Context: an optimization exercise on an open-source flow, tuned for small area, a short achievable clock period and few clock cycles. The choices shown serve that exercise and are no tape-out recipe.
The RTL was checked by simulation tests, not by an equivalence proof against the original design.

==> flow/design.v (outline; a module is shown in full before it is edited, if it fits) <==
// module l2d_stack_alu: 1331 lines
module l2d_stack_alu (
    input  wire        clk,
    input  wire        rst,           
    input  wire        in_valid,
    output wire        in_ready,
    input  wire [3:0]  in_arg,        
    input  wire [12:0] in_sp,         
    input  wire [31:0] in_a,          
    input  wire [31:0] in_b,          
    output reg         out_valid,
    input  wire        out_ready,
    output reg  [2:0]  out_fault,     
    output reg  [12:0] out_sp,        
    output reg  [1:0]  out_wr,        
    output reg  [31:0] out_top,       
    output reg  [31:0] out_next       
);
  // ...
==> flow/flow/run.sh <==
#!/bin/bash
# The standard layout (standard.sh: the standard flow's synthesis and ORFS flow, unchanged), with one
# difference: buffer_ports buffers every input and output port with buf_2 cells instead of
# the cell it picks by default (clkdlybuf4s50_1, a slow delay buffer).
set -euo pipefail
export BUFFER_PORTS_ARGS="-buffer_cell sky130_fd_sc_hd__buf_2"
bash standard.sh > standard.log 2>&1
==> flow/standard.sh <==
#!/bin/bash
# synth_recipe.tcl (not shown) runs the flow's synth.tcl, then flattens the netlist and writes it again
# the make line also repeats each setting of config.mk as NAME=value (left out here)
make -C /OpenROAD-flow-scripts/flow DESIGN_CONFIG=/design/flow/config.mk WORK_HOME=/design/flow/orfs CLKGATE_MAP_FILE= SYNTH_SCRIPT=/design/flow/synth_recipe.tcl "${@:-finish}"
==> flow/config.mk <==
export PLATFORM = sky130hd
export DESIGN_NAME = l2d_stack_alu
export DESIGN_NICKNAME = l2d_stack_alu
export VERILOG_FILES = /design/flow/design.v
export SDC_FILE = /design/flow/constraint.sdc
export NUM_CORES = 4
export LEC_CHECK = 0
export ABC_AREA = 1
export CAP_MARGIN = 20
export CORE_MARGIN = 2
export CORE_UTILIZATION = 40
export CTS_BUF_LIST = sky130_fd_sc_hd__clkbuf_8 sky130_fd_sc_hd__clkbuf_16
export SETUP_SLACK_MARGIN = 4.0
export SLEW_MARGIN = 20
==> flow/constraint.sdc <==
create_clock -name core_clock -period 10.0 [get_ports {clk}]
set_input_delay 2.0000 -clock core_clock [delete_from_list [all_inputs] [get_ports {clk}]]
set_output_delay 2.0000 -clock core_clock [all_outputs]
set_load 0.01 [all_outputs]
==> results.yml, run 1 <==
global_routing:
  grt_util_met3: 0.0785
  grt.met2_usage: 0.486
  busiest_layer: "met2"
  grt_util_met1: 0.456
  grt_pass1_wl_um: 215000
route:
  via_count: 35000
  dr.pass1.iters: 9
  first_iter_violations: 4438
  top_layer_used: "met4"
  wl_per_cell_um: 25.3
layout:
  largest_register_ffs: 33
  layout_common_cells: "723 x nand2_1, 645 x inv_1, 377 x xor2_1, 350 x o21ai_0, 344 x a21oi_1"
  buffer_area_frac: 0.0743
  regMostFlops: "ra"
timing:
  fmax_ghz: 0.168
  setup_viol_count_final: 0
  skew_ps: 21.5
  fin_crit_ps: 5940
setup_path:
  r2r-start: "ra[10]"
  crit_path_end: "y1[30]"
  path_max_fanout: 23
  rrSetupSlack_ps: 4060
yosys:
  synthFlopType: "edfxtp_1"
  synth_nets: 5192
  synth_compound_area_frac: 0.223
  yosys.area_share.simple: 0.157
  post_synth.cell_area_avg_um2: 7.24
  syn_inst: 4645
  muxShareOfSynthArea: 0.00123
  synth.top_cells.by_count: "732 x nand2_1, 667 x inv_1, 383 x xor2_1, 377 x o21ai_0, 358 x a21oi_1"
run_status:
  outcome: "complete, no violations"
place:
  place_area_um2: 35600
cts:
  cts-resized-gates: 89
  clk_pin_slew_ps: 80
run:
  maxCapViolations: 0
Testbench counts, summed over its fixed seeds: cycles 33,034.
==> inputs of run 2 (changes only) <==
--- a/flow/design.v
+++ b/flow/design.v
@@ -87,18 +87,18 @@
                 p4[4*k+3]        = v3[2*k+1];
                 p4[4*k +: 3]     = v3[2*k+1] ? p3[3*(2*k+1) +: 3] : p3[3*(2*k) +: 3];
             end
             lead32 = {v4[1] | v4[0], v4[1], v4[1] ? p4[7:4] : p4[3:0]};
         end
     endfunction
     wire [5:0]  lda = lead32(xa);
     wire [5:0]  ldb = lead32(xb);
-    wire [5:0]  ea = lda[5] ? {1'b0, lda[4:0]} + 6'd1 + {5'd0, pa} : {5'd0, pa};
-    wire [5:0]  eb = ldb[5] ? {1'b0, ldb[4:0]} + 6'd1 + {5'd0, pb} : {5'd0, pb};
+    wire [5:0]  ea = {1'b0, lda[4:0]} + {5'd0, lda[5]} + {5'd0, pa};
+    wire [5:0]  eb = {1'b0, ldb[4:0]} + {5'd0, ldb[5]} + {5'd0, pb};
     wire [5:0]  ldiff  = eb - ea;
     wire        quick  = ldiff[5];              
     wire [3:0]  half   = ldiff[4:1];            
     wire [32:0] dshift = {ua, 1'b0} << {half, 1'b0};
     wire        in_div = (in_arg == OP_DIV) || (in_arg == OP_MOD);
     wire sp_ge1 = (sp0 != 13'd0);
     wire sp_ge2 = (sp0[12:1] != 12'd0);
     wire is_mod = (op0 == OP_MOD);
==> flow/config.mk (replaced) <==
export PLATFORM = sky130hd
export DESIGN_NAME = l2d_stack_alu
export DESIGN_NICKNAME = l2d_stack_alu
export VERILOG_FILES = /design/flow/design.v
export SDC_FILE = /design/flow/constraint.sdc
export NUM_CORES = 4
export LEC_CHECK = 0
export ABC_AREA = 1
export CAP_MARGIN = 20
export CORE_MARGIN = 2
export CORE_UTILIZATION = 40
export SETUP_SLACK_MARGIN = 4.0
export SLEW_MARGIN = 20
==> run 2 against run 1 <==
Effect of this change: die area shrank 0.65%; maximum frequency shrank 4.7%; core utilization grew 2.0 points; via count grew 2.2%; critical path type is now in -> reg.
==> results.yml, run 2 <==
run_status:
  outcome: "complete, no violations"
yosys:
  netlist_area_um2: 33400
  post_synth.cell_area_avg_um2: 7.17
  yosysSeqAreaShare: 0.157
  synth.top_cells.by_count: "708 x inv_1, 700 x nand2_1, 405 x o21ai_0, 404 x xor2_1, 371 x a21oi_1"
  yosysTopAreaCell: "edfxtp_1"
  yosysMostFrequentCell: "inv_1"
  synthArstFlopShare: 0
  synth_cell_type_count: 61
  syn_inst: 4662
  synthTopCellsByArea: "edfxtp_1 15%, fa_1 12%, xor2_1 11%"
  synth_warnings: 1
  yosysTopAreaCellShare: 0.152
  synth_nets: 5216
  synthFlopType: "edfxtp_1"
  synth_edf_count: 169
  ys_ff_latch: 178
timing:
  fin_crit_ps: 6240
  slew_violations: 0
  worstMarginPinSlew_ps: 1040
  slew_headroom: 0.306
  tns_ps: 0
  rsz0062_at_grt: "true"
  fin_ws_ps: 3760
  final.period_utilization: 0.624
  setup_viol_count_final: 0
  finalHoldViolCount: 0
  fmax_ghz: 0.160
  skew_ps: 22.5
place:
  io_buffers: 168
  place_ws_ps: 1980
  place_congestion: 1.02
  place_inst: 5773
  dpl.hpwl_um: 119000
setup_path:
  crit_arrival_ps: 6490
  r2r_cells: 20
  cpMostUsedCell: "nor2_4"
  path_max_fanout: 8
  r2r-start: "ra[11]"
  slowest_delay_ps: 630
  path_class: "in -> reg"
  cp-start-kind: "input pin"
  worstSetupEndpointType: "flop"
  crit_path_top_delay_cell: "fa_2"
  required_ps: 10250
  r2r_end: "y1[31]"
  rrSetupSlack_ps: 3990
min_path:
  holdPathEnd: "f1[2]"
  min_from: "f1[2]"
  hold_class: "reg -> reg"
  whs_path_depth: 2
route:
  dr.pass1.iters: 8
  wirelength_um: 156000
  first_iter_violations: 4128
  detail-route-antenna-nets: 0
  drc: 0
  wl_per_cell_um: 25.9
  viasPerCell: 5.94
  via_count: 35800
floorplan:
  die_area_um2: 85900
  initial_core_util: 0.402
  row_count: 106
  io_pins: 169
  die_y_um: 293
  core_um2: 83200
  dieWidth_um: 293
cts:
  clock_latency_ps: 510
  root_buffer: "clkbuf_16"
  clock_tree.buffer_depth: 2
  cts_buffers: 17
  htreeDepth: 4
  cts_tree: "done"
  cts_sinks: 178
  ctsHoldBuffers: 0
  clk_pin_slew_ps: 80
layout:
  finalNonFillerCells: 6032
  layout_common_cells: "664 x nand2_1, 660 x inv_1, 388 x xor2_1, 347 x a21oi_1, 324 x o21ai_0"
  largest_register_ffs: 33
  regMostFlops: "ra"
  fillers: 8342
  syn2layout_area_growth_pct: 18.8
  final_common_cell: "nand2_1"
  nets: 5490
  layout-drive-gt1-share: 0.166
global_routing:
  grt_pass1_wl_um: 224000
  grt_pass1_vias: 33600
  grt_overflow_total: 0
  grt_max_degree: 70
  antenna_found_initial: 4
  grtUsageTotal: 0.352
run:
  maxCapViolations: 0
run 2: changes by cell type in the layout (fill, tap and decap cells not counted), moves of 13 or more:
cell       before  now
o21ai_0       350  324
xnor2_2        19    2
o2111ai_1      20    3
a22oi_1        33   13
inv_1         645  660
nor2_1        227  248
buf_4         186  274
xnor2_1       108   95
nand3_1       147  124
o21ai_1        39   74
nand2_1       723  664
run 2: logic make-up after synthesis:
| group | Yosys count | share of synthesized area |
|---|---|---|
| compound gates | 1308 | 0.224 |
| xor+xnor | 503 | 0.132 |
| fa+ha+maj | 469 | 0.222 |
| buf+inv | 968 | 0.110 |
| flops | 178 | 0.157 |
| mux | 4 | 0.00124 |
| simple gates | 1232 | 0.154 |
run 2: cell type report:
| type | instances | area, µm² | share of cell area |
|---|---|---|---|
| antenna | 3 | 7.51 | 0.000189 |
| multi-input combinational | 3516 | 25800 | 0.649 |
| timing repair inverter | 3 | 53.8 | 0.00136 |
| tap | 1080 | 1350 | 0.0340 |
| clock buffer | 19 | 443 | 0.0112 |
| timing repair buffer | 486 | 3800 | 0.0956 |
| inverter | 734 | 2880 | 0.0726 |
| clock inverter | 13 | 131 | 0.00331 |
| sequential | 178 | 5260 | 0.132 |
run 2: critical path, delay by kind of cell:
family,cells,cell delay (ps)
AND/OR/NAND/NOR,10,1030
adder cells (fa/ha/maj),5,1900
AO/OA/AOI/OAI,5,580
buffers and inverters,9,940
run 2: per-layer routing:
metal,track usage,vias up,routed length [µm]
met5,0,-,39
met4,0.210,6,11100
met3,0.0752,479,15900
met2,0.547,1981,68600
met1,0.450,17100,60500
li1,-,16200,-
run 2: worst max path at each step:
stage,to,from,cells past startpoint
global route,ra[30],in_a[31],32
floorplan,ra[21],in_b[31],30
CTS,ra[30],in_a[31],29
detailed placement,ra[30],in_a[31],31
finish,ra[29],in_a[31],29
global placement,ra[30],in_a[31],31
run 2: what timing repair did:
item,in CTS,in global routing
setup endpoints to repair,124,107
pin swaps,49,85
resized for setup,218,220
gates cloned,13,5
setup buffers,124,82
endpoints found under the hold margin,0,0
run 2: through the flow:
step           utilization  hold slack, ps  cell area (µm²)
2_1_floorplan            -             490            33700
3_3_place_gp         0.428             453            35600
3_5_place_dp         0.428             466            35600
4_1_cts              0.459             483            38100
5_1_grt              0.477             519            39700
6_report             0.477             474            39700
Testbench counts of run 2, summed over its fixed seeds: cycles 33,034.

==> re-timing with driven ports <==
The results above use ideal ports. As a check the final layouts listed here were re-extracted and re-timed, cells and wires unchanged. Step 1 assumes that a clkbuf_16 drives the clock port and a buf_2 every other input. Step 2 adds t to the input delays and takes it off the output delays; t is the mean of the earliest and latest rising clock arrival at the registers after step 1. Input paths then give back, and output paths get back, about the clock's delay inside the block. Three values: ideal ports, drivers, drivers and shift; two values: the first two.
| run | shift t [ns] | setup slack, ns | worst hold slack (ns) | worst setup path after step 2 | worst slew at a driven data input, ns |
|---|---|---|---|---|---|
| run 1 | 0.553 | 4.059 / 4.048 / 3.690 | 0.471 / 0.471 / 0.471 | input to register | 0.07 |
| run 2 | 0.564 | 3.764 / 3.671 / 3.108 | 0.474 / 0.474 / 0.474 | input to register | 0.24 |
After both steps every run listed still meets setup and hold. The setup slack of run 2, which loses most, moves by -0.093 ns with the drivers and by -0.656 ns with both steps.
